Background: an optimization exercise with open tools, aiming at small area, a short achievable clock period and few clock cycles. Do not read the settings as production practice. In this exercise RTL edits were held to simulation tests only and were not proved equivalent to the original. Power and IR drop assume default switching activity.

==> flow/design.v <==
module px4io_crc8_tab (
    input  wire [7:0] idx,
    output wire [7:0] val
);
    assign val[0] = idx[0] ^ idx[6] ^ idx[7];
    assign val[1] = idx[0] ^ idx[1] ^ idx[6];
    assign val[2] = idx[0] ^ idx[1] ^ idx[2] ^ idx[6];
    assign val[3] = idx[1] ^ idx[2] ^ idx[3] ^ idx[7];
    assign val[4] = idx[2] ^ idx[3] ^ idx[4];
    assign val[5] = idx[3] ^ idx[4] ^ idx[5];
    assign val[6] = idx[4] ^ idx[5] ^ idx[6];
    assign val[7] = idx[5] ^ idx[6] ^ idx[7];
endmodule
module px4io_engine (
    input  wire        clk,
    input  wire        rst,
    input  wire        cmd_valid,
    input  wire [7:0]  cmd,
    input  wire [7:0]  arg_mode,
    input  wire [7:0]  arg_page,
    input  wire [7:0]  arg_offset,
    input  wire [7:0]  arg_n,
    input  wire [7:0]  arg_retries,
    input  wire [15:0] arg_clear,
    input  wire [15:0] arg_set,
    input  wire        val_we,
    input  wire [4:0]  val_addr,
    input  wire [15:0] val_wdata,
    input  wire [4:0]  out_addr,
    output wire [15:0] out_rdata,
    output wire        link_req,
    output reg  [1:0]  link_op,
    output wire [7:0]  link_wdata,
    input  wire        link_ack,
    input  wire [1:0]  link_resp,
    input  wire [7:0]  link_rdata,
    output wire        busy,
    output reg         ready,
    output reg  [7:0]  status,
    output reg  [7:0]  errinfo,
    output reg  [7:0]  result,
    output reg         flag,
    output reg  [2:0]  fault,
    output reg  [31:0] stall_cnt,
    output reg  [31:0] retry_cnt,
    output reg  [31:0] crcfail_cnt
);
    localparam [6:0] C_DEFAULT = 7'h01, C_CLEAR = 7'h02, C_BUILD = 7'h03,
                     C_CRC8    = 7'h04, C_CHECK = 7'h05, C_COUNT = 7'h06,
                     C_CODE    = 7'h07,
                     C_SETUP   = 7'h10, C_DISCARD = 7'h11, C_EXCHANGE = 7'h12,
                     C_NEW     = 7'h20, C_GET   = 7'h21, C_GET1  = 7'h22,
                     C_SET     = 7'h23, C_SET1  = 7'h24, C_MODIFY = 7'h25;
    localparam [1:0] OP_SETUP = 2'd0, OP_POLL = 2'd1, OP_WRITE = 2'd2, OP_FLUSH = 2'd3;
    localparam [1:0] R_OK = 2'd0, R_NODATA = 2'd1, R_ERR = 2'd2;   
    localparam [7:0] S_OK = 8'd0, S_COMM = 8'd1, S_ERROR_RESPONSE = 8'd2,
                     S_UNRESPONSIVE = 8'd4;
    localparam [2:0] F_NONE = 3'd0, F_BUSY_OVERLAP = 3'd1, F_ILLEGAL_CMD = 3'd2,
                     F_NOT_READY = 3'd3, F_BAD_COUNT = 3'd4, F_BAD_MODE = 3'd5;
    localparam [3:0] DRIVER_RETRIES = 4'd10;
    localparam [15:0] SENTINEL = 16'h55AA;
    localparam [3:0] ST_IDLE  = 4'd0,
                     ST_PKT   = 4'd1,    
                     ST_SETUP = 4'd2,    
                     ST_DISC  = 4'd3,    
                     ST_DRAIN = 4'd4,    
                     ST_WRITE = 4'd5,    
                     ST_FLUSH = 4'd6,    
                     ST_HDR   = 4'd7,    
                     ST_BODY  = 4'd8,    
                     ST_UNR   = 4'd9;    
    function [7:0] crc_t1;
    input [7:0] x;
    begin
        crc_t1[0] = x[0] ^ x[6] ^ x[7];
        crc_t1[1] = x[0] ^ x[1] ^ x[6];
        crc_t1[2] = x[0] ^ x[1] ^ x[2] ^ x[6];
        crc_t1[3] = x[1] ^ x[2] ^ x[3] ^ x[7];
        crc_t1[4] = x[2] ^ x[3] ^ x[4];
        crc_t1[5] = x[3] ^ x[4] ^ x[5];
        crc_t1[6] = x[4] ^ x[5] ^ x[6];
        crc_t1[7] = x[5] ^ x[6] ^ x[7];
    end
endfunction
    function [7:0] crc_t2;
    input [7:0] x;
    begin
        crc_t2[0] = x[0] ^ x[4] ^ x[6];
        crc_t2[1] = x[1] ^ x[4] ^ x[5] ^ x[6] ^ x[7];
        crc_t2[2] = x[0] ^ x[2] ^ x[4] ^ x[5] ^ x[7];
        crc_t2[3] = x[1] ^ x[3] ^ x[5] ^ x[6];
        crc_t2[4] = x[0] ^ x[2] ^ x[4] ^ x[6] ^ x[7];
        crc_t2[5] = x[1] ^ x[3] ^ x[5] ^ x[7];
        crc_t2[6] = x[2] ^ x[4] ^ x[6];
        crc_t2[7] = x[3] ^ x[5] ^ x[7];
    end
endfunction
    function [7:0] crc_t3;
    input [7:0] x;
    begin
        crc_t3[0] = x[0] ^ x[2] ^ x[3] ^ x[5] ^ x[7];
        crc_t3[1] = x[0] ^ x[1] ^ x[2] ^ x[4] ^ x[5] ^ x[6] ^ x[7];
        crc_t3[2] = x[1] ^ x[6];
        crc_t3[3] = x[0] ^ x[2] ^ x[7];
        crc_t3[4] = x[1] ^ x[3];
        crc_t3[5] = x[0] ^ x[2] ^ x[4];
        crc_t3[6] = x[0] ^ x[1] ^ x[3] ^ x[5];
        crc_t3[7] = x[1] ^ x[2] ^ x[4] ^ x[6];
    end
endfunction
    function [7:0] crc_t4;
    input [7:0] x;
    begin
        crc_t4[0] = x[4] ^ x[6] ^ x[7];
        crc_t4[1] = x[0] ^ x[4] ^ x[5] ^ x[6];
        crc_t4[2] = x[0] ^ x[1] ^ x[4] ^ x[5];
        crc_t4[3] = x[1] ^ x[2] ^ x[5] ^ x[6];
        crc_t4[4] = x[0] ^ x[2] ^ x[3] ^ x[6] ^ x[7];
        crc_t4[5] = x[1] ^ x[3] ^ x[4] ^ x[7];
        crc_t4[6] = x[2] ^ x[4] ^ x[5];
        crc_t4[7] = x[3] ^ x[5] ^ x[6];
    end
endfunction
    function [7:0] crc_t8;
    input [7:0] x;
    begin
        crc_t8[0] = x[0] ^ x[4] ^ x[7];
        crc_t8[1] = x[0] ^ x[1] ^ x[4] ^ x[5] ^ x[7];
        crc_t8[2] = x[1] ^ x[2] ^ x[4] ^ x[5] ^ x[6] ^ x[7];
        crc_t8[3] = x[2] ^ x[3] ^ x[5] ^ x[6] ^ x[7];
        crc_t8[4] = x[0] ^ x[3] ^ x[4] ^ x[6] ^ x[7];
        crc_t8[5] = x[1] ^ x[4] ^ x[5] ^ x[7];
        crc_t8[6] = x[2] ^ x[5] ^ x[6];
        crc_t8[7] = x[3] ^ x[6] ^ x[7];
    end
endfunction
    function [7:0] crc_t16;
    input [7:0] x;
    begin
        crc_t16[0] = x[7];
        crc_t16[1] = x[0] ^ x[7];
        crc_t16[2] = x[1] ^ x[7];
        crc_t16[3] = x[2];
        crc_t16[4] = x[3];
        crc_t16[5] = x[4];
        crc_t16[6] = x[5];
        crc_t16[7] = x[6];
    end
endfunction
    function [7:0] crc_t32;
    input [7:0] x;
    begin
        crc_t32[0] = x[6];
        crc_t32[1] = x[6] ^ x[7];
        crc_t32[2] = x[0] ^ x[6] ^ x[7];
        crc_t32[3] = x[1] ^ x[7];
        crc_t32[4] = x[2];
        crc_t32[5] = x[3];
        crc_t32[6] = x[4];
        crc_t32[7] = x[5];
    end
endfunction
    function [7:0] crc_t64;
    input [7:0] x;
    begin
        crc_t64[0] = x[4];
        crc_t64[1] = x[4] ^ x[5];
        crc_t64[2] = x[4] ^ x[5] ^ x[6];
        crc_t64[3] = x[5] ^ x[6] ^ x[7];
        crc_t64[4] = x[0] ^ x[6] ^ x[7];
        crc_t64[5] = x[1] ^ x[7];
        crc_t64[6] = x[2];
        crc_t64[7] = x[3];
    end
endfunction
    function [7:0] crc_tinv;
    input [7:0] x;
    begin
        crc_tinv[0] = x[0] ^ x[1] ^ x[2] ^ x[4] ^ x[5] ^ x[7];
        crc_tinv[1] = x[3] ^ x[4] ^ x[6] ^ x[7];
        crc_tinv[2] = x[1] ^ x[2];
        crc_tinv[3] = x[0] ^ x[2] ^ x[3];
        crc_tinv[4] = x[0] ^ x[1] ^ x[3] ^ x[4];
        crc_tinv[5] = x[1] ^ x[2] ^ x[4] ^ x[5];
        crc_tinv[6] = x[0] ^ x[2] ^ x[3] ^ x[5] ^ x[6];
        crc_tinv[7] = x[0] ^ x[1] ^ x[3] ^ x[4] ^ x[6] ^ x[7];
    end
endfunction
    function [7:0] crc16s;
        input [7:0]  c;
        input [15:0] s;
        crc16s = crc_t2(c ^ s[7:0]) ^ crc_t1(s[15:8]);
    endfunction
    function [7:0] crc32s;
        input [7:0]  c;
        input [31:0] w;
        crc32s = crc_t4(c ^ w[7:0]) ^ crc_t3(w[15:8]) ^ crc_t2(w[23:16]) ^ crc_t1(w[31:24]);
    endfunction
    reg [543:0] tx;           
    reg [543:0] rx;           
    reg [31:0]  hdr;          
    reg [511:0] val;          
    reg [511:0] outr;         
    reg [3:0]  st;
    reg        busy_r;
    reg        c_buf;         
    reg        c_build, c_crc8, c_check;
    reg        c_new;
    reg        c_xchg;        
    reg        c_get;         
    reg        c_mod;         
    reg        mod2;          
    reg        clr_pend;      
    reg [5:0]  c_n;           
    reg [15:0] c_clear;
    reg [15:0] c_set;
    reg [7:0]  att;           
    reg [7:0]  rlim;          
    reg [3:0]  catt;          
    reg [6:0]  idx;           
    reg [6:0]  rp;            
    reg [7:0]  wcur;          
    reg        wb;            
    reg [7:0]  rcrc;          
    reg        cp_go;         
    reg        cp1;           
    reg [7:0]  pa;            
    reg        crc_done;      
    reg [7:0]  wk_c;          
    reg [4:0]  wk_w;          
    reg [5:0]  wk_rem;        
    reg [7:0]  vcrc;          
    reg [5:0]  vlen;
    integer k;
    wire [6:0] d_code = cmd[6:0];
    wire       d_buf  = cmd[7];
    wire       d_pkt  = (d_code >= C_DEFAULT) && (d_code <= C_CODE);
    wire       d_reg  = (d_code >= C_GET) && (d_code <= C_MODIFY);
    wire       d_known = d_pkt ||
                         (d_code == C_SETUP) || (d_code == C_DISCARD) ||
                         (d_code == C_EXCHANGE) || (d_code == C_NEW) || d_reg;
    wire       d_illegal = !d_known || (d_buf && !d_pkt);
    wire       d_need_ready = (d_code == C_DISCARD) || (d_code == C_EXCHANGE) || d_reg;
    wire       d_has_n = (d_code == C_BUILD) || (d_code == C_CRC8) ||
                         (d_code == C_GET) || (d_code == C_SET);
    wire       d_bad_count = d_has_n && (arg_n > 8'd32);
    wire       d_bad_mode  = (d_code == C_BUILD) && (arg_mode[5:0] != 6'd0);
    wire       d_fault = d_illegal || (d_need_ready && !ready) || d_bad_count || d_bad_mode;
    wire       active = !rst && (fault == F_NONE) && !(cmd_valid && busy_r);
    wire       iss    = active && !busy_r && cmd_valid && !d_fault;
    wire       i_default = iss && (d_code == C_DEFAULT);
    wire       i_clear   = iss && (d_code == C_CLEAR);
    wire       i_build   = iss && (d_code == C_BUILD);
    wire       i_crc8    = iss && (d_code == C_CRC8);
    wire       i_check   = iss && (d_code == C_CHECK);
    wire       i_new     = iss && (d_code == C_NEW);
    wire       i_get     = iss && (d_code == C_GET);
    wire       i_get1    = iss && ((d_code == C_GET1) || (d_code == C_MODIFY));
    wire       i_set     = iss && (d_code == C_SET);
    wire       i_set1    = iss && (d_code == C_SET1);
    wire       i_reg     = iss && d_reg;
    wire [7:0] d_b0 = d_buf ? rx[7:0] : tx[7:0];
    wire       i_check_run = i_check && (d_b0[5:0] <= 6'd32);
    wire [5:0] n_iss = (i_get1 || i_set1) ? 6'd1 :
                       i_check ? d_b0[5:0] : arg_n[5:0];
    wire       s_zero = i_get || i_get1;
    wire       s_vcrc = (i_build || i_set || i_set1) && (vlen == n_iss);
    wire        wk_active = (wk_rem != 6'd0);
    wire [4:0]  taddr   = wk_active ? wk_w : rp[6:2];
    wire [31:0] tx_word = tx[32*taddr +: 32];
    wire [31:0] rx_word = rx[32*wk_w +: 32];
    wire        wr_ok   = !wk_active && (crc_done || cp1);
    assign busy      = busy_r;
    assign out_rdata = outr[16*out_addr +: 16];
    assign link_wdata = wcur;
    wire [7:0]  tx_rbyte = tx_word[8*rp[1:0] +: 8];
    assign link_req  = (st == ST_SETUP) || (st == ST_DISC) || (st == ST_DRAIN) ||
                       (st == ST_FLUSH) || (st == ST_HDR) || (st == ST_BODY) ||
                       ((st == ST_WRITE) && wr_ok);
    always @(*) begin
        case (st)
            ST_SETUP: link_op = OP_SETUP;
            ST_WRITE: link_op = OP_WRITE;
            ST_FLUSH: link_op = OP_FLUSH;
            default:  link_op = OP_POLL;
        endcase
    end
    wire call    = active && link_req && link_ack;
    wire r_data  = (link_resp == R_OK);
    wire r_nod   = (link_resp == R_NODATA);
    wire r_err   = (link_resp == R_ERR);
    wire [6:0] txlen = (tx[7:6] == 2'b01) ? ({tx[5:0], 1'b0} + 7'd4) : 7'd4;
    wire [5:0] h_cnt   = hdr[5:0];
    wire       rd_poll = call && ((st == ST_HDR) || (st == ST_BODY));
    wire       rd_data = rd_poll && r_data;
    wire       h_last  = (st == ST_HDR) && (idx[1:0] == 2'd3);
    wire       h_bad   = (hdr[7:6] != 2'b00) || (h_cnt > 6'd32);
    wire       b_last  = (st == ST_BODY) && ((idx + 7'd1) == {h_cnt, 1'b0});
    wire       x_comp  = rd_data && ((h_last && !h_bad && (h_cnt == 6'd0)) || b_last);
    wire       x_rej   = rd_data && h_last && h_bad;
    wire       x_stall = rd_poll && r_nod && wb;
    wire       x_comm  = call && (((st == ST_WRITE) || (st == ST_FLUSH)) ? r_err :
                                  ((st == ST_HDR) || (st == ST_BODY)) && !r_data && !r_nod);
    wire       x_abandon = x_rej || x_stall;
    wire       x_retry = x_abandon && (att != rlim);
    wire       x_unresp = x_abandon && (att == rlim);
    wire       accept  = (link_rdata == (rcrc ^ crc_tinv(hdr[15:8])));
    wire       p_acc   = x_comp && !c_xchg && accept;
    wire       p_fail  = x_comp && !c_xchg && !accept;
    wire       p_again = p_fail && (catt != DRIVER_RETRIES);
    wire       acc_get = p_acc && c_get;
    wire       acc_mod1 = p_acc && c_mod && !mod2;
    wire [7:0] b_0 = c_buf ? rx[7:0]   : tx[7:0];
    wire [7:0] b_2 = c_buf ? rx[23:16] : tx[23:16];
    wire [7:0] b_3 = c_buf ? rx[31:24] : tx[31:24];
    wire [7:0] ch0 = crc_t4(b_0) ^ crc_t2(b_2) ^ crc_t1(b_3);
    wire [7:0] ch1 = c_n[0] ? crc_t2(ch0) : ch0;
    wire [7:0] ch2 = c_n[1] ? crc_t4(ch1) : ch1;
    wire [7:0] ch3 = c_n[2] ? crc_t8(ch2) : ch2;
    wire [7:0] cf1 = c_n[3] ? crc_t16(pa) : pa;
    wire [7:0] cf2 = c_n[4] ? crc_t32(cf1) : cf1;
    wire [7:0] cf3 = c_n[5] ? crc_t64(cf2) : cf2;
    wire [7:0] crc_v = cf3 ^ wk_c;
    wire       fin   = active && cp1 && !wk_active;
    wire [31:0] wk_word = c_buf ? rx_word : tx_word;
    wire [7:0] h3_now = (st == ST_HDR) ? link_rdata : hdr[31:24];
    wire [5:0] b_n = arg_n[5:0];
    reg  [31:0] lt_n;            
    always @(*) begin
        for (k = 0; k < 32; k = k + 1)
            lt_n[k] = arg_n[5] || (arg_n[4:0] > k);
    end
    wire rx_zero = rst || (i_default && d_buf) || i_new;
    wire rx_clr  = (i_clear && d_buf) || i_reg || p_again || (active && clr_pend);
    wire rx_bld  = i_build && d_buf;
    wire rx_hwr  = x_comp && !p_again;
    wire rx_crc  = fin && c_build && c_buf;
    wire rx_bw   = rd_data && (st == ST_BODY);
    wire tx_zero = rst || (i_default && !d_buf) || i_new;
    wire tx_clr  = i_clear && !d_buf;
    wire tx_hdr  = (i_build && !d_buf) || i_reg;
    wire tx_crc  = fin && !(c_build && c_buf) && !c_crc8 && !c_check;
    wire tx_ldv  = (i_build && !d_buf) || i_set;
    wire [7:0] tx_b0 = i_build ? (arg_n | arg_mode) :
                       i_get ? {2'b00, arg_n[5:0]} :
                       i_get1 ? 8'h01 :
                       i_set ? {2'b01, arg_n[5:0]} : 8'h41;
    reg  [63:0]  bw_at;
    always @(*) begin
        for (k = 0; k < 64; k = k + 1)
            bw_at[k] = rx_bw && (idx[5:0] == k);
    end
    wire [15:0] mod_w  = (rx_nxt[47:32] & ~c_clear) | c_set;
    reg [543:0] rx_nxt;
    reg [543:0] tx_nxt;
    reg         s_v, s_r, s_h, s_z, s_w;
    always @(*) begin
        rx_nxt[31:0] = rx[31:0];
        if (rx_zero || rx_clr)
            rx_nxt[31:0] = 32'd0;
        else if (rx_bld) begin
            rx_nxt[7:0]   = arg_n | arg_mode;
            rx_nxt[23:16] = arg_page;
            rx_nxt[31:24] = arg_offset;
        end else if (rx_hwr)
            rx_nxt[31:0] = {h3_now, hdr[23:0]};
        else if (rx_crc)
            rx_nxt[15:8] = crc_v;
        for (k = 0; k < 64; k = k + 1) begin
            s_v = rx_bld && lt_n[k / 2];
            s_r = bw_at[k] && !rx_clr;
            s_h = !(rx_zero || rx_clr || s_v || s_r);
            rx_nxt[32 + 8*k +: 8] = ({8{s_v}} & val[8*k +: 8]) |
                                    ({8{s_r}} & link_rdata) |
                                    ({8{rx_clr}} & ((k % 2) ? SENTINEL[15:8] : SENTINEL[7:0])) |
                                    ({8{s_h}} & rx[32 + 8*k +: 8]);
        end
        tx_nxt[31:0] = tx[31:0];
        if (tx_zero || tx_clr)
            tx_nxt[31:0] = 32'd0;
        else if (tx_hdr) begin
            tx_nxt[7:0]   = tx_b0;
            tx_nxt[23:16] = arg_page;
            tx_nxt[31:24] = arg_offset;
        end else if (acc_mod1)
            tx_nxt[7:0] = 8'h41;
        else if (tx_crc)
            tx_nxt[15:8] = crc_v;
        for (k = 0; k < 32; k = k + 1) begin
            s_v = (tx_ldv && lt_n[k]) || (i_set1 && (k == 0));
            s_z = tx_zero || (i_get && lt_n[k]) || (i_get1 && (k == 0));
            s_w = acc_mod1 && (k == 0);
            s_h = !(s_v || s_z || s_w || tx_clr);
            tx_nxt[32 + 16*k +: 16] = ({16{s_v}} & val[16*k +: 16]) |
                                      ({16{tx_clr}} & SENTINEL) |
                                      ({16{s_w}} & mod_w) |
                                      ({16{s_h}} & tx[32 + 16*k +: 16]);
        end
    end
    always @(posedge clk) begin
        rx <= rx_nxt;
        tx <= tx_nxt;
    end
    wire [15:0] val_d = rst ? 16'd0 : val_wdata;
    always @(posedge clk) begin
        for (k = 0; k < 32; k = k + 1)
            if (rst || (active && val_we && (val_addr == k)))
                val[16*k +: 16] <= val_d;
    end
    always @(posedge clk) begin
        for (k = 0; k < 32; k = k + 1)
            if (rst || (acc_get && (c_n > k)) || (acc_mod1 && (k == 0)))
                outr[16*k +: 16] <= rx_nxt[32 + 16*k +: 16];
    end
    always @(posedge clk) begin
        if (rst) begin
            hdr <= 32'd0;
            st <= ST_IDLE;
            busy_r <= 1'b0;
            c_buf <= 1'b0;
            c_build <= 1'b0;
            c_crc8 <= 1'b0;
            c_check <= 1'b0;
            c_new <= 1'b0;
            c_xchg <= 1'b0;
            c_get <= 1'b0;
            c_mod <= 1'b0;
            mod2 <= 1'b0;
            clr_pend <= 1'b0;
            c_n <= 6'd0;
            c_clear <= 16'd0;
            c_set <= 16'd0;
            att <= 8'd0;
            rlim <= 8'd0;
            catt <= 4'd0;
            idx <= 7'd0;
            rp <= 7'd0;
            wcur <= 8'd0;
            wb <= 1'b0;
            rcrc <= 8'd0;
            cp_go <= 1'b0;
            cp1 <= 1'b0;
            pa <= 8'd0;
            crc_done <= 1'b0;
            wk_c <= 8'd0;
            wk_w <= 5'd0;
            wk_rem <= 6'd0;
            vcrc <= 8'd0;
            vlen <= 6'd0;
            ready <= 1'b0;
            status <= S_OK;
            errinfo <= 8'd0;
            result <= 8'd0;
            flag <= 1'b0;
            fault <= F_NONE;
            stall_cnt <= 32'd0;
            retry_cnt <= 32'd0;
            crcfail_cnt <= 32'd0;
        end else if (fault != F_NONE) begin
            st <= ST_IDLE;
            busy_r <= 1'b0;
        end else if (cmd_valid && busy_r) begin
            fault <= F_BUSY_OVERLAP;
            st <= ST_IDLE;
            busy_r <= 1'b0;
        end else begin
            if (val_we) begin
                if (val_addr == 5'd0) begin
                    vcrc <= crc16s(8'd0, val_wdata);
                    vlen <= 6'd1;
                end else if ({1'b0, val_addr} == vlen) begin
                    vcrc <= crc16s(vcrc, val_wdata);
                    vlen <= vlen + 6'd1;
                end else if ({1'b0, val_addr} < vlen) begin
                    vcrc <= 8'd0;
                    vlen <= 6'd0;
                end
            end
            clr_pend <= acc_mod1;
            if (cp_go) begin
                pa <= ch3;
                cp1 <= 1'b1;
                cp_go <= 1'b0;
            end
            if (wk_active) begin
                if (wk_rem == 6'd1) begin
                    wk_c <= crc16s(wk_c, wk_word[15:0]);
                    wk_rem <= 6'd0;
                end else begin
                    wk_c <= crc32s(wk_c, wk_word);
                    wk_rem <= wk_rem - 6'd2;
                end
                wk_w <= wk_w + 5'd1;
            end
            if (fin) begin
                cp1 <= 1'b0;
                if (c_crc8)
                    result <= crc_v;
                if (c_check)
                    flag <= (crc_v == (c_buf ? rx[15:8] : tx[15:8]));
                if (!c_build && !c_crc8 && !c_check)
                    crc_done <= 1'b1;
                if (st == ST_PKT) begin
                    busy_r <= 1'b0;
                    st <= ST_IDLE;
                end
            end
            if (rd_data)
                rcrc <= crc_t1(rcrc ^ (((st == ST_HDR) && (idx[1:0] == 2'd1)) ? 8'd0 : link_rdata));
            case (st)
            ST_IDLE: begin
                if (cmd_valid) begin
                    if (d_illegal)
                        fault <= F_ILLEGAL_CMD;
                    else if (d_need_ready && !ready)
                        fault <= F_NOT_READY;
                    else if (d_bad_count)
                        fault <= F_BAD_COUNT;
                    else if (d_bad_mode)
                        fault <= F_BAD_MODE;
                    else begin
                        c_buf   <= d_buf;
                        c_build <= (d_code == C_BUILD);
                        c_crc8  <= (d_code == C_CRC8);
                        c_check <= (d_code == C_CHECK);
                        c_new   <= (d_code == C_NEW);
                        c_xchg  <= (d_code == C_EXCHANGE);
                        c_get   <= (d_code == C_GET) || (d_code == C_GET1);
                        c_mod   <= (d_code == C_MODIFY);
                        mod2    <= 1'b0;
                        c_n     <= n_iss;
                        c_clear <= arg_clear;
                        c_set   <= arg_set;
                        case (d_code)
                        C_BUILD, C_CRC8: begin
                            busy_r <= 1'b1;
                            st <= ST_PKT;
                        end
                        C_CHECK: begin
                            if (!i_check_run)
                                flag <= 1'b0;
                            else begin
                                busy_r <= 1'b1;
                                st <= ST_PKT;
                            end
                        end
                        C_COUNT: result <= {2'b00, d_b0[5:0]};
                        C_CODE:  result <= {d_b0[7:6], 6'd0};
                        C_SETUP, C_NEW: begin
                            busy_r <= 1'b1;
                            st <= ST_SETUP;
                        end
                        C_DISCARD: begin
                            busy_r <= 1'b1;
                            st <= ST_DISC;
                        end
                        C_EXCHANGE: begin
                            busy_r <= 1'b1;
                            if (arg_retries == 8'd0)
                                st <= ST_UNR;
                            else begin
                                busy_r <= 1'b1;
                                st <= ST_DRAIN;
                                rlim <= arg_retries;
                                att <= 8'd1;
                                wb <= 1'b0;
                                crc_done <= 1'b1;
                            end
                        end
                        C_GET, C_GET1, C_SET, C_SET1, C_MODIFY: begin
                            busy_r <= 1'b1;
                            st <= ST_DRAIN;
                            rlim <= {4'd0, DRIVER_RETRIES};
                            att <= 8'd1;
                            catt <= 4'd1;
                            wb <= 1'b0;
                            crc_done <= 1'b0;
                        end
                        default: ;
                        endcase
                        if (i_build || i_crc8 || i_check_run || i_reg) begin
                            cp_go <= 1'b1;
                            cp1 <= 1'b0;
                            wk_w <= 5'd1;
                            wk_c <= s_vcrc ? vcrc : 8'd0;
                            wk_rem <= (s_zero || s_vcrc) ? 6'd0 : n_iss;
                        end
                    end
                end
            end
            ST_UNR: begin
                status <= S_UNRESPONSIVE;
                busy_r <= 1'b0;
                st <= ST_IDLE;
            end
            ST_SETUP: begin
                if (call) begin
                    if (r_err) begin
                        if (c_new) ready <= 1'b0;
                        errinfo <= link_rdata;
                        status <= S_COMM;
                        busy_r <= 1'b0;
                        st <= ST_IDLE;
                    end else if (r_data) begin
                        ready <= 1'b1;
                        status <= S_OK;
                        busy_r <= 1'b0;
                        st <= ST_IDLE;
                    end
                end
            end
            ST_DISC: begin
                if (call && !r_data) begin
                    status <= S_OK;
                    busy_r <= 1'b0;
                    st <= ST_IDLE;
                end
            end
            ST_DRAIN: begin
                if (call && !r_data) begin
                    wcur <= tx[7:0];
                    rp <= 7'd1;
                    st <= ST_WRITE;
                end
            end
            ST_WRITE: begin
                if (call && r_data) begin
                    if (rp == txlen)
                        st <= ST_FLUSH;
                    else begin
                        wcur <= (rp == 7'd1) ? (crc_done ? tx[15:8] : crc_v) : tx_rbyte;
                        rp <= rp + 7'd1;
                    end
                end
            end
            ST_FLUSH: begin
                if (call && r_data) begin
                    idx <= 7'd0;
                    rcrc <= 8'd0;
                    st <= ST_HDR;
                end
            end
            ST_HDR, ST_BODY: begin
                if (rd_data) begin
                    wb <= 1'b0;
                    if (st == ST_HDR) begin
                        case (idx[1:0])
                            2'd0: hdr[7:0]   <= link_rdata;
                            2'd1: hdr[15:8]  <= link_rdata;
                            2'd2: hdr[23:16] <= link_rdata;
                            default: hdr[31:24] <= link_rdata;
                        endcase
                    end
                    if (h_last) begin
                        idx <= 7'd0;
                        if (!h_bad && (h_cnt != 6'd0))
                            st <= ST_BODY;
                    end else
                        idx <= idx + 7'd1;
                end else if (rd_poll && r_nod)
                    wb <= 1'b1;
            end
            default: ;
            endcase
            if (x_comm) begin
                errinfo <= link_rdata;
                status <= S_COMM;
                busy_r <= 1'b0;
                st <= ST_IDLE;
            end
            if (x_abandon && x_stall)
                stall_cnt <= stall_cnt + 32'd1;
            if (x_retry) begin
                att <= att + 8'd1;
                retry_cnt <= retry_cnt + 32'd1;
                wb <= 1'b0;
                st <= ST_DRAIN;
            end
            if (x_unresp) begin
                status <= S_UNRESPONSIVE;
                busy_r <= 1'b0;
                st <= ST_IDLE;
            end
            if (x_comp) begin
                result <= {1'b0, h_cnt, 1'b0} + 8'd4;
                if (c_xchg) begin
                    status <= S_OK;
                    busy_r <= 1'b0;
                    st <= ST_IDLE;
                end else if (p_fail) begin
                    crcfail_cnt <= crcfail_cnt + 32'd1;
                    if (p_again) begin
                        catt <= catt + 4'd1;
                        att <= 8'd1;
                        wb <= 1'b0;
                        st <= ST_DRAIN;
                    end else begin
                        status <= S_ERROR_RESPONSE;
                        busy_r <= 1'b0;
                        st <= ST_IDLE;
                    end
                end else if (acc_mod1) begin
                    mod2 <= 1'b1;
                    catt <= 4'd1;
                    att <= 8'd1;
                    wb <= 1'b0;
                    st <= ST_DRAIN;
                    crc_done <= 1'b0;
                    cp_go <= 1'b1;
                    cp1 <= 1'b0;
                    wk_w <= 5'd1;
                    wk_c <= 8'd0;
                    wk_rem <= 6'd1;
                end else begin
                    status <= S_OK;
                    busy_r <= 1'b0;
                    st <= ST_IDLE;
                end
            end
        end
    end
endmodule
==> flow/run.sh <==
#!/bin/bash
# synth_recipe.tcl (not shown) runs the flow's synth.tcl, then flattens the netlist and writes it again
# the make line also repeats each setting of config.mk as NAME=value (left out here)
make -C /OpenROAD-flow-scripts/flow DESIGN_CONFIG=/design/flow/config.mk WORK_HOME=/design/flow/orfs CLKGATE_MAP_FILE= SYNTH_SCRIPT=/design/flow/synth_recipe.tcl finish
==> flow/config.mk <==
export PLATFORM = sky130hd
export DESIGN_NAME = px4io_engine
export DESIGN_NICKNAME = px4io_engine
export VERILOG_FILES = /design/flow/design.v
export SDC_FILE = /design/flow/constraint.sdc
export NUM_CORES = 8
export LEC_CHECK = 0
export CAP_MARGIN = 20
export CORE_MARGIN = 2
export CORE_UTILIZATION = 30
export SETUP_SLACK_MARGIN = 4
export SLEW_MARGIN = 20
==> flow/constraint.sdc <==
create_clock -name core_clock -period 10.0 [get_ports {clk}]
set_input_delay 2.0000 -clock core_clock [delete_from_list [all_inputs] [get_ports {clk}]]
set_output_delay 2.0000 -clock core_clock [all_outputs]
set_load 0.01 [all_outputs]
==> notes.md, run 1 <==
For this run, the leading register cell type out of synthesis is dfxtp_1. In this run the power density over the cells is 208 nW/µm². The run gives 56.2% as the sequential element share of the synthesized area. The transition at the pin with the smallest max-transition slack was 1.43 ns. In the final layout, the multi-input gates occupy 43,600 µm².

Registers take 58,600 µm². Summed over all layers, the global routing overflow is 0. In this run the remaining antenna-violating nets after routing total 0.

Synthesis produced a netlist with a net count of 8,911. The capturing element type of the critical path is a primary output. In this run the worst hold path is classified as flop to flop. Counting along the longest clock path gives a buffer depth of 4.

Synthesis inferred 2,417 register bits. The logs give 8.00 ns for the critical path data required time and 153 MHz for the maximum clock frequency. Leaving out fill and tap cells, the most frequent cells in the layout are dfxtp_1 (1,389), edfxtp_1 (1,024), nand2_1 (1,015), nor2_1 (549), mux4_2 (374).

The critical path contains buffers and inverters numbering 5 combined. The final worst hold slack was 0.459 ns; the count of endpoints failing hold in the final timing report was 0. In the final layout, the share of cells above drive strength 1 is 17.5%.

In the final routed layout, each cell accounts on average for 44.3 µm. The area overhead of the layout relative to synthesis was 20.2%; the final design utilization was 36.2%. TritonCTS built the clock tree.

In this design, the stage delay of the slowest critical-path cell is 0.68 ns. The number of placement rows came out at 216. Gate family responsible for the most delay along the worst path: multiplexers. The largest net degree at the start of global routing came out at 100. The cell-internal power is 18.2 mW, and the ratio of routed vias to standard cells is 6.52.

Once detailed placement completed, the half-perimeter wirelength came to 455,000 µm. Leaving out fill and tap cells, the most frequent cell in the layout is dfxtp_1. The worst pin sits at a relative slew slack of 4.66%. The first-pass GRT wire length is 795,000 µm. The first-pass iteration count of the detailed router is 14.

Of all flip-flops after synthesis, the portion carrying an async set or reset was 0%. The number of maximum-capacitance constraint violations was 0; the clock latency of the later-clocked register in the worst-skew pair was 0.95 ns. The full die area was 353,000 µm². The number of antenna violations at the first check in global routing is 140, and the number of warnings printed during yosys synthesis is 1. Counting flops with a built-in enable in the synthesized netlist gives 1,024. The initial utilization of the core area, before any placement, comes to 30.1%. The tree is rooted in a clkbuf_16. The tools report the count of final max-slew check failures as 0. The run gives 274 as the number of top-level pins.

In this run, post-CTS hold repair placed 0 buffers. The tools report the number of global-route vias before repair as 81,300. Between clock sinks in the finished design, the worst skew comes to 0.0640 ns. At the end of routability-driven placement, the weighted congestion stood at 1.09. The final layout contains routed wiring with a total length of 620,000 µm. For this design the static power due to leakage is 46.5 nW. Number of library cell types mapped by synthesis: 120. The run finished with no timing, DRC or antenna violations. In this run the worst path has a maximum fanout of 8.

The synthesized netlist cell count is 8,767, and the clock-pin slew of the registers on the worst-case setup and hold paths is 0.06 ns. Setup violations remaining at the end of the flow were counted as 0. Part of the total power dissipated in combinational logic: 16.0%.

Data on the critical path arrives at its endpoint at 4.52 ns. The critical path class was input port to primary output. Total clock buffers created by CTS: 276. Nature of the critical path startpoint: an input port. For the number of clock sinks, the log shows 2,417.

Setup repair after global routing could not meet its margin everywhere. The setup total negative slack was 0 ns; the number of DRC violations after detailed routing was 0. Dividing the final minimum period by the clock period gives 65.2%. The count of port buffers added during placement was 273; the summed instance area of the synthesized netlist was 104,000 µm².

IR analysis of the VDD net gives a maximum drop of 0.000142 V. The analysis attributes to net switching a power of 7.88 mW. The chip height was 594 µm; the global router's overall resource usage was 33.6%.

For the via count, the log shows 91,400. The signal on the critical path passes through clkbuf_16 > buf_4 > buf_16 > buf_6 > mux4_2 > mux4_2 > mux2_4 > buf_6. Net switching is 30.3% of the power. After layout, the minimum clock period comes to 6.52 ns. The clock network burns 42.0% of the power. After the first detailed-routing iteration, the DRC count stood at 19,200. Mean area per synthesized cell: 11.9 µm². The die is 594 µm wide. The region available for standard cell placement spans 346,000 µm². CTS built an H-tree with a depth of 5. The tools report the part of the power in registers as 42.1%.

The final layout contains 9,256 nets. The worst-path cell with the longest stage delay was mux4_2. After filler insertion, the fill cell instance count of the layout stands at 33,400.
## sequential cells by signal, indices dropped and copies added, names as in the netlist, 16 cells and up
register and cells:
rx 544, crcfail_cnt 32, retry_cnt 32, tx 544, stall_cnt 32, outr 512, c_set 16, c_clear 16
val 512, hdr 32
## power groups by stage
stage	Sequential (mW)	Combinational, mW	Clock (mW)
3_3_place_gp	11.1	3.72	0
3_5_place_dp	11.1	3.74	0
6_report	11.0	4.16	10.9
5_1_grt	10.9	4.17	11.3
4_1_cts	10.9	3.91	10.9
2_1_floorplan	10.9	2.15	0
## kinds of logic after synthesis
group / after synthesis / share of synthesized area (%)
muxes: 550 / 9.84
and+or+nand+nor: 2335 / 10.0
xor gates and xnor gates: 496 / 4.69
buffers and inverters: 918 / 3.52
DFF: 2417 / 56.2
AOI/OAI and AO/OA: 2028 / 15.5
adders and majority gates: 23 / 0.276
## layout make-up
cell class                      instances  area share (%)
Antenna cell                           81           0.162
Clock buffer                          384            6.34
Clock inverter                        126            1.32
Inverter                              296           0.887
Multi-Input combinational cell       5436            34.8
Sequential cell                      2417            46.8
Tap cell                             4578            4.57
Timing Repair Buffer                  685            5.22
## metal layers
metal  wire length, µm  track usage, %
met3             96600            15.1
met4             58600            25.6
met1            218000            40.8
met2            245000            46.3
met5              1280           0.406
## cells in the mapped netlist (115+ instances only)
library cell | instances | share of area [%]
clkbuf_1 | 463 | 1.7
mux2i_1 | 139 | 1.3
xnor2_1 | 268 | 2.2
a221oi_1 | 262 | 2.2
xor2_1 | 184 | 1.5
dfxtp_1 | 1393 | 27
inv_1 | 291 | 1.0
and3_1 | 132 | 0.79
nand2_1 | 1023 | 3.7
mux4_2 | 374 | 8.1
edfxtp_1 | 1024 | 29
nor3_1 | 192 | 0.92
a221o_1 | 286 | 2.7
nand3_1 | 115 | 0.55
a21oi_1 | 306 | 1.5
nor2_1 | 579 | 2.1
a22o_1 | 252 | 2.1
a222oi_1 | 232 | 2.2
o21ai_0 | 162 | 0.78
## path summary, 6_finish.rpt
kind / start / to / slack (ns) / cells after the start
setup reg to reg: wk_w[0] / wk_c[1] / 3.93 / 14
setup / recovery: out_addr[0] / out_rdata[4] / 3.48 / 8
hold / removal: c_clear[4] / c_clear[4] / 0.46 / 2
hold reg to reg: c_clear[4] / c_clear[4] / 0.46 / 2
## per-stage QoR
| step | setup slack [ns] | std cells | cell area [µm²] | power, mW |
|---|---|---|---|---|
| finish | 3.48 | 14000 | 125000 | 26.0 |
| global route | 3.54 | 13900 | 125000 | 26.4 |
| CTS | 3.64 | 13900 | 125000 | 25.7 |
| detailed placement | 1.95 | 13300 | 114000 | 14.9 |
| global placement | 2.11 | 13300 | 113000 | 14.9 |
| floorplan | 4.03 | 8767 | 104000 | 13.0 |
## worst min-delay path: stages, from the launching register on
cell	delay (ns)
dfxtp_1	0.31
nand2_1	0.05
a21oi_1	0.05
## repair_timing
item	in CTS	in global routing
pin swaps	6	8
resized for setup	217	55
cloned	16	1
endpoints found under the hold margin	0	0
setup buffers	36	37
setup endpoints to repair	1312	835
==> inputs of run 2 (changes only) <==
--- a/flow/design.v
+++ b/flow/design.v
@@ -210,7 +210,6 @@
     reg        c_get;         
     reg        c_mod;         
     reg        mod2;          
-    reg        clr_pend;      
     reg [5:0]  c_n;           
     reg [15:0] c_clear;
     reg [15:0] c_set;
@@ -218,8 +217,6 @@
     reg [7:0]  rlim;          
     reg [3:0]  catt;          
     reg [6:0]  idx;           
-    reg [6:0]  rp;            
-    reg [7:0]  wcur;          
     reg        wb;            
     reg [7:0]  rcrc;          
     reg        cp_go;         
@@ -266,14 +263,13 @@
     wire       s_zero = i_get || i_get1;
     wire       s_vcrc = (i_build || i_set || i_set1) && (vlen == n_iss);
     wire        wk_active = (wk_rem != 6'd0);
-    wire [4:0]  taddr   = wk_active ? wk_w : rp[6:2];
+    wire [4:0]  taddr   = wk_active ? wk_w : idx[6:2];
     wire [31:0] tx_word = tx[32*taddr +: 32];
     wire [31:0] rx_word = rx[32*wk_w +: 32];
-    wire        wr_ok   = !wk_active && (crc_done || cp1);
+    wire        wr_ok   = !wk_active && ((idx != 7'd1) || crc_done);
     assign busy      = busy_r;
     assign out_rdata = outr[16*out_addr +: 16];
-    assign link_wdata = wcur;
-    wire [7:0]  tx_rbyte = tx_word[8*rp[1:0] +: 8];
+    assign link_wdata = tx_word[8*idx[1:0] +: 8];
     assign link_req  = (st == ST_SETUP) || (st == ST_DISC) || (st == ST_DRAIN) ||
                        (st == ST_FLUSH) || (st == ST_HDR) || (st == ST_BODY) ||
                        ((st == ST_WRITE) && wr_ok);
@@ -289,7 +285,7 @@
     wire r_data  = (link_resp == R_OK);
     wire r_nod   = (link_resp == R_NODATA);
     wire r_err   = (link_resp == R_ERR);
-    wire [6:0] txlen = (tx[7:6] == 2'b01) ? ({tx[5:0], 1'b0} + 7'd4) : 7'd4;
+    wire [6:0] tx_last = (tx[7:6] == 2'b01) ? ({tx[5:0], 1'b0} + 7'd3) : 7'd3;
     wire [5:0] h_cnt   = hdr[5:0];
     wire       rd_poll = call && ((st == ST_HDR) || (st == ST_BODY));
     wire       rd_data = rd_poll && r_data;
@@ -331,9 +327,9 @@
             lt_n[k] = arg_n[5] || (arg_n[4:0] > k);
     end
     wire rx_zero = rst || (i_default && d_buf) || i_new;
-    wire rx_clr  = (i_clear && d_buf) || i_reg || p_again || (active && clr_pend);
+    wire rx_clr  = (i_clear && d_buf) || i_reg || p_again || acc_mod1;
     wire rx_bld  = i_build && d_buf;
-    wire rx_hwr  = x_comp && !p_again;
+    wire rx_hwr  = x_comp && !p_again && !acc_mod1;
     wire rx_crc  = fin && c_build && c_buf;
     wire rx_bw   = rd_data && (st == ST_BODY);
     wire tx_zero = rst || (i_default && !d_buf) || i_new;
@@ -346,13 +342,20 @@
                        i_get1 ? 8'h01 :
                        i_set ? {2'b01, arg_n[5:0]} : 8'h41;
     reg  [63:0]  bw_at;
+    reg  [255:0] rx_hi_rcv;
     always @(*) begin
         for (k = 0; k < 64; k = k + 1)
             bw_at[k] = rx_bw && (idx[5:0] == k);
+        for (k = 0; k < 32; k = k + 1)
+            rx_hi_rcv[8*k +: 8] = ({8{bw_at[2*k+1]}} & link_rdata) |
+                                  ({8{!bw_at[2*k+1]}} & rx[40 + 16*k +: 8]);
     end
-    wire [15:0] mod_w  = (rx_nxt[47:32] & ~c_clear) | c_set;
+    wire [15:0] mod_s0 = {rx_hi_rcv[7:0], (bw_at[0] ? link_rdata : rx[39:32])};
+    wire [15:0] mod_w  = (mod_s0 & ~c_clear) | c_set;
     reg [543:0] rx_nxt;
     reg [543:0] tx_nxt;
+    reg [511:0] val_nxt;
+    reg [511:0] out_nxt;
     reg         s_v, s_r, s_h, s_z, s_w;
     always @(*) begin
         rx_nxt[31:0] = rx[31:0];
@@ -396,21 +399,23 @@
                                       ({16{s_w}} & mod_w) |
                                       ({16{s_h}} & tx[32 + 16*k +: 16]);
         end
+        for (k = 0; k < 32; k = k + 1) begin
+            s_v = active && val_we && (val_addr == k);
+            s_h = !(rst || s_v);
+            val_nxt[16*k +: 16] = ({16{s_v}} & val_wdata) | ({16{s_h}} & val[16*k +: 16]);
+        end
+        for (k = 0; k < 32; k = k + 1) begin
+            s_v = (acc_get && (c_n > k)) || (acc_mod1 && (k == 0));
+            s_h = !(rst || s_v);
+            out_nxt[16*k +: 16] = ({16{s_v}} & {rx_hi_rcv[8*k +: 8], rx[32 + 16*k +: 8]}) |
+                                  ({16{s_h}} & outr[16*k +: 16]);
+        end
     end
     always @(posedge clk) begin
         rx <= rx_nxt;
         tx <= tx_nxt;
-    end
-    wire [15:0] val_d = rst ? 16'd0 : val_wdata;
-    always @(posedge clk) begin
-        for (k = 0; k < 32; k = k + 1)
-            if (rst || (active && val_we && (val_addr == k)))
-                val[16*k +: 16] <= val_d;
-    end
-    always @(posedge clk) begin
-        for (k = 0; k < 32; k = k + 1)
-            if (rst || (acc_get && (c_n > k)) || (acc_mod1 && (k == 0)))
-                outr[16*k +: 16] <= rx_nxt[32 + 16*k +: 16];
+        val <= val_nxt;
+        outr <= out_nxt;
     end
     always @(posedge clk) begin
         if (rst) begin
@@ -426,7 +431,6 @@
             c_get <= 1'b0;
             c_mod <= 1'b0;
             mod2 <= 1'b0;
-            clr_pend <= 1'b0;
             c_n <= 6'd0;
             c_clear <= 16'd0;
             c_set <= 16'd0;
@@ -434,8 +438,6 @@
             rlim <= 8'd0;
             catt <= 4'd0;
             idx <= 7'd0;
-            rp <= 7'd0;
-            wcur <= 8'd0;
             wb <= 1'b0;
             rcrc <= 8'd0;
             cp_go <= 1'b0;
@@ -476,7 +478,6 @@
                     vlen <= 6'd0;
                 end
             end
-            clr_pend <= acc_mod1;
             if (cp_go) begin
                 pa <= ch3;
                 cp1 <= 1'b1;
@@ -618,19 +619,17 @@
             end
             ST_DRAIN: begin
                 if (call && !r_data) begin
-                    wcur <= tx[7:0];
-                    rp <= 7'd1;
+                    idx <= 7'd0;
                     st <= ST_WRITE;
                 end
             end
             ST_WRITE: begin
                 if (call && r_data) begin
-                    if (rp == txlen)
+                    if (idx == tx_last) begin
+                        idx <= 7'd0;
                         st <= ST_FLUSH;
-                    else begin
-                        wcur <= (rp == 7'd1) ? (crc_done ? tx[15:8] : crc_v) : tx_rbyte;
-                        rp <= rp + 7'd1;
-                    end
+                    end else
+                        idx <= idx + 7'd1;
                 end
             end
             ST_FLUSH: begin
--- a/flow/config.mk
+++ b/flow/config.mk
@@ -8,5 +8,4 @@
 export CAP_MARGIN = 20
 export CORE_MARGIN = 2
 export CORE_UTILIZATION = 30
-export SETUP_SLACK_MARGIN = 4
 export SLEW_MARGIN = 20
==> run 2 against run 1 <==
  * Critical path depth increased by 4
  * Power down 1.3%
  * Sequential share of layout area fell by 9.9 points
  * Clock-buffer cell count up 9
  * Largest power group is now the clock network
  * Sequential power down 12%
  * Routed wire length is 4.7% higher
  * Synthesized area grew 7.8%
  * Combinational power increased by 26%
  * Register-to-register slack worse by 1.7 ns
  * Still clean on timing, DRC and antenna
  * Via count rose by 20%
  * Highest routed layer unchanged
  * Utilization down 1.2 points
==> notes.md, run 2 <==
The highest fanout seen on the critical path was 25 (+17); the placer congestion estimate was 1.11 (+1.5%). The run finished with no timing, DRC or antenna violations. The routed wire length came out at 650,000 µm (+4.7%).

The count of endpoints failing hold in the final timing report is 0 (unchanged), and the power density relative to cell area is 197 nW/µm² (-5.1%). The tools report the number of DRC violations after detailed routing as 0 (unchanged). The buffers plus inverters on the worst setup path came out at 2 (-3).

Buffer levels on the longest clock path: 4 (unchanged). Commonest non-fill, non-tap cell in the layout: dfxtp_1. The leakage power is 48.8 nW (+4.8%), and the proportion of netlist area held by the largest area contributor is 42.7% (+13 points). Yosys attributes the largest share of cell area to dfxtp_1 (43%), nand2_1 (7.9%), mux4_2 (5.2%).

The worst-path cell with the longest stage delay was nor3b_1. Clock period minus final worst setup slack: 9.60 ns (+3.08 ns). The synthesized netlist cell count was 12,500 (+43%); the number of antenna violations at the first check in global routing was 72 (-49%). The path class of the tightest hold or removal check is flop to flop. Leading area contributor after synthesis: dfxtp_1. The number of global-route vias before repair was 97,100 (+19%); the adder and majority gate portion of the synthesized area was 0.234% (-0.042 points).

The number of clock sinks is 2,401 (-0.66%). The fraction of layout cells with a size suffix above 1 came out at 11.0% (-6.5 points). The hold buffer count at cts is 0 (unchanged). The number of maximum-capacitance constraint violations was 0 (unchanged); the complex-gate fraction of the synthesized area was 18.0% (+2.5 points).

The maximum clock frequency came out at 104 MHz (-32%). Traced cell by cell, the critical path runs through nor3b_1 > nand2_2 > nand2_4 > buf_4 > a211oi_1 > a211oi_1 > a31o_2 > a21oi_1 > o21ai_0 > o31ai_1 > a21oi_1 > clkdlybuf4s50_1. The count of port buffers added during placement is 273 (unchanged), and the via count is 109,000 (+20%). The number of warnings printed during yosys synthesis was 1 (unchanged). The most instantiated flip-flop cell in the synthesis netlist is dfxtp_1.

The critical path data required time is 8.00 ns (about the same), and the net count of the mapped netlist is 12,700 (+42%). The xor/xnor cell area share of the yosys netlist is 4.43% (-0.27 points), and the fraction of the cycle the final worst path needs is 96.0% (+31 points). The number of top-level pins came out at 274 (unchanged). The tools report the count of routing violations after the opening detailed-route iteration as 21,600 (+12%). The worst setup path is launched from a flop. The post-CTS setup buffer count was 0 (-100%); the count of final max-slew check failures was 0 (unchanged). The core area was 373,000 µm² (+7.7%). The full die area came out at 380,000 µm² (+7.7%). The count of state elements after synthesis works out to 2,401 (-0.66%).

The count of antenna-violating nets left after detailed routing was 0 (unchanged). Number of fillers in the final layout: 38,400 (+15%). The worst setup path is of the flop to primary output kind. The kind of cell with the highest combined delay along the critical path is simple AND/OR/NAND/NOR gates. The initial cell density of the core came out at 30.2% (+0.032 points). Relative to the synthesized area, the layout overhead comes to 16.1%. The final global-route overflow total is 0 (unchanged), and the first-pass GRT wire length is 863,000 µm (+8.6%). The fraction of synthesized area in multiplexers is 9.88% (+0.034 points), and the ratio of routed vias to standard cells is 6.18 (-5.3%). The logs give 0.000275 V (+93%) for the maximum vdd drop and 32.7% (-0.95 points) for the global router's overall resource usage. The setup slack after placement was 1.76 ns (-0.192 ns). The arrival time of the worst setup path was 7.60 ns (+3.08 ns). Setup repair after global routing left no endpoint under its margin.

The number of library cell types mapped by synthesis is 110 (-8.3%), and the die width is 616 µm (+3.8%). The tools report the final setup violation count as 0 (unchanged). The mean area per synthesized cell was 8.98 µm² (-25%).

In the final layout, the registers with the most flip-flops are rx x544, tx x544. Main combinational cell family by area after synthesis: simple AND/OR/NAND/NOR gates. Ranked by instance count, the synthesized netlist is headed by dfxtp_1 (2,401), nand2_1 (2,363), clkbuf_1 (867), o21ai_0 (768), nand3b_1 (648). TritonCTS built the clock tree. The longest individual stage delay on the worst path was 0.96 ns (+0.28 ns); the clock-pin slew of the registers on the worst-case setup and hold paths was 0.07 ns (about the same).

The logs give 271 (+170%) for the largest net degree at the start of global routing and 5 (unchanged) for the level count of the clock H-tree. The first-pass iteration count of the detailed router was 13 (-1); the number of instances resized during post-cts repair was 0 (-100%). The summed instance area of the synthesized netlist was 112,000 µm² (+7.8%); the storage element area was 48,100 µm² (-18%). The remaining max-slew budget at the tightest pin is 7.82% (+3.2 points), and the transition at the pin with the smallest max-transition slack is 1.37 ns (-0.0533 ns).

The setup total negative slack is 0 ns (unchanged), and the final net count is 12,600 (+36%). The multi-input gate area in the final layout came out at 59,700 µm² (+37%). The maximum clock skew at final layout came out at 0.0464 ns (-0.0176 ns). Simple logic cell fraction of the synthesized area: 20.0% (+10 points). Number of placement rows: 224 (+3.7%).

Cell at the root of the clock tree: clkbuf_16. The tools report the number of instances in the placed design as 17,100 (+29%). The capturing element type of the critical path is a primary output. The chip height was 616 µm (+3.8%). The final non-filler cell total was 17,700 (+26%); the sequential element share of the synthesized area was 42.7% (-13 points). By instance count, the leading cell after synthesis is dfxtp_1. The tools report the smallest setup slack after layout as 0.402 ns (-3.08 ns). The tools report the final worst hold slack as 0.454 ns (-0.00459 ns). The fraction of registers with async set/reset is 0% (unchanged), and the HPWL reported at the end of detailed placement is 478,000 µm (+5.1%).

The logs give 273 (-1.1%) for the total clock buffers created by CTS and 0.94 ns (about the same) for the clock latency of the later-clocked register in the worst-skew pair. The count of flip-flops with a built-in enable after synthesis works out to 0 (-100%). The average detailed-routed wire length per instance works out to 36.8 µm (-17%). In the layout the commonest cells are dfxtp_1 (2,393), nand2_1 (2,357), o21ai_0 (766), nand3b_1 (648), nor2_1 (546).
==> run 2: changes by cell type after synthesis, sizes merged, moves of 30 or more <==
| cell | previous run | this run |
|---|---|---|
| nand2 | 1028 | 2367 |
| edfxtp | 1024 | 0 |
| dfxtp | 1393 | 2401 |
| nand3b | 9 | 648 |
| o21ai | 192 | 793 |
| clkbuf | 465 | 867 |
| nand2b | 24 | 366 |
| mux2i | 144 | 485 |
| mux4 | 375 | 259 |
| nand3 | 116 | 201 |
| a21oi | 309 | 369 |
| a221oi | 262 | 299 |
| inv | 292 | 324 |
| nor3 | 198 | 168 |
==> run 2: metrics by stage <==
stage          utilization [%]  power [mW]  area (µm²)
6_report                  35.0        25.7      131000
4_1_cts                   34.9        25.4      130000
2_1_floorplan                -        12.8      112000
5_1_grt                   35.0        26.1      131000
3_3_place_gp              32.4        14.9      121000
3_5_place_dp              32.4        14.9      121000
==> run 2: worst paths after layout <==
check,start,to,slack [ns],cells past startpoint
max,idx[2],link_wdata[5],0.40,12
min,outr[43],outr[43],0.45,2
max reg2reg,wk_rem[3],outr[234],2.20,13
min reg2reg,outr[43],outr[43],0.45,2
==> run 2: cell families (layout without fill, tap and decap cells) <==
group | after synthesis | in the layout
adders and majority gates | 21 | 21
AOI/OAI and AO/OA | 2776 | 2776
other | 0 | 42
muxes | 780 | 780
and+or+nand+nor | 4692 | 4692
DFF | 2401 | 2401
xor gates and xnor gates | 495 | 495
buffers and inverters | 1359 | 1492
==> run 2: tightest hold or removal path: cells and delay by family, from the launching register on <==
kind | cells | cell delay (ns)
AO/OA/AOI/OAI | 1 | 0.05
flip-flops | 1 | 0.32
AND/OR/NAND/NOR | 1 | 0.05
==> run 2: power breakdown <==
part           internal (mW)  switching, mW  total, mW
combinational           1.79           3.47       5.26
clock                   6.20           4.52       10.7
sequential              9.61          0.122       9.73
==> run 2: layout make-up <==
cell class | instances | share of cell area (%)
flip-flops and latches | 2401 | 36.8
diodes | 42 | 0.0805
inverters | 325 | 0.936
clock inverters | 87 | 0.971
repair buffers | 687 | 4.55
well taps | 4972 | 4.76
multi-input cells | 8764 | 45.8
clock buffers | 393 | 6.13
==> run 2: metal layers <==
metal  GRT usage [%]  wire [µm]  up-vias
met5               0        111        -
met2            45.4     256000     8632
met3            12.6      91900     1854
met4            23.5      59000       16
li1                -          -    45000
met1            40.9     242000    53700
Testbench counts of run 2, summed over its fixed seeds: cycles 46,907.

==> static timing again, ports no longer ideal <==
How much do the figures lean on ideal ports? The routed layouts below were timed once more, with nothing changed but the port constraints. Step 1, drivers: a clkbuf_16 drives clk and a buf_2 each remaining input, both assumed. Step 2 times the ports against the registers' clock, not the clock port: input delays grow and output delays shrink by t, the midpoint of the rising clock arrivals with the driver on. a / b / c = ideal ports / drivers / drivers and shift; a / b = the first two.
run	shift t [ns]	setup WS [ns]	worst hold slack (ns)	worst setup path at the end	slew at the worst register clock pin (ns)
run 1	1.040	3.478 / 3.085 / 3.020	0.459 / 0.459 / 0.459	input to register	0.07 / 0.07
run 2	1.032	0.402 / 0.283 / 1.316	0.454 / 0.454 / 0.454	register to output	0.07 / 0.07
After both steps every run listed still meets setup and hold. The setup slack of run 1, which loses most, moves by -0.393 ns with the drivers and by -0.458 ns with both steps.
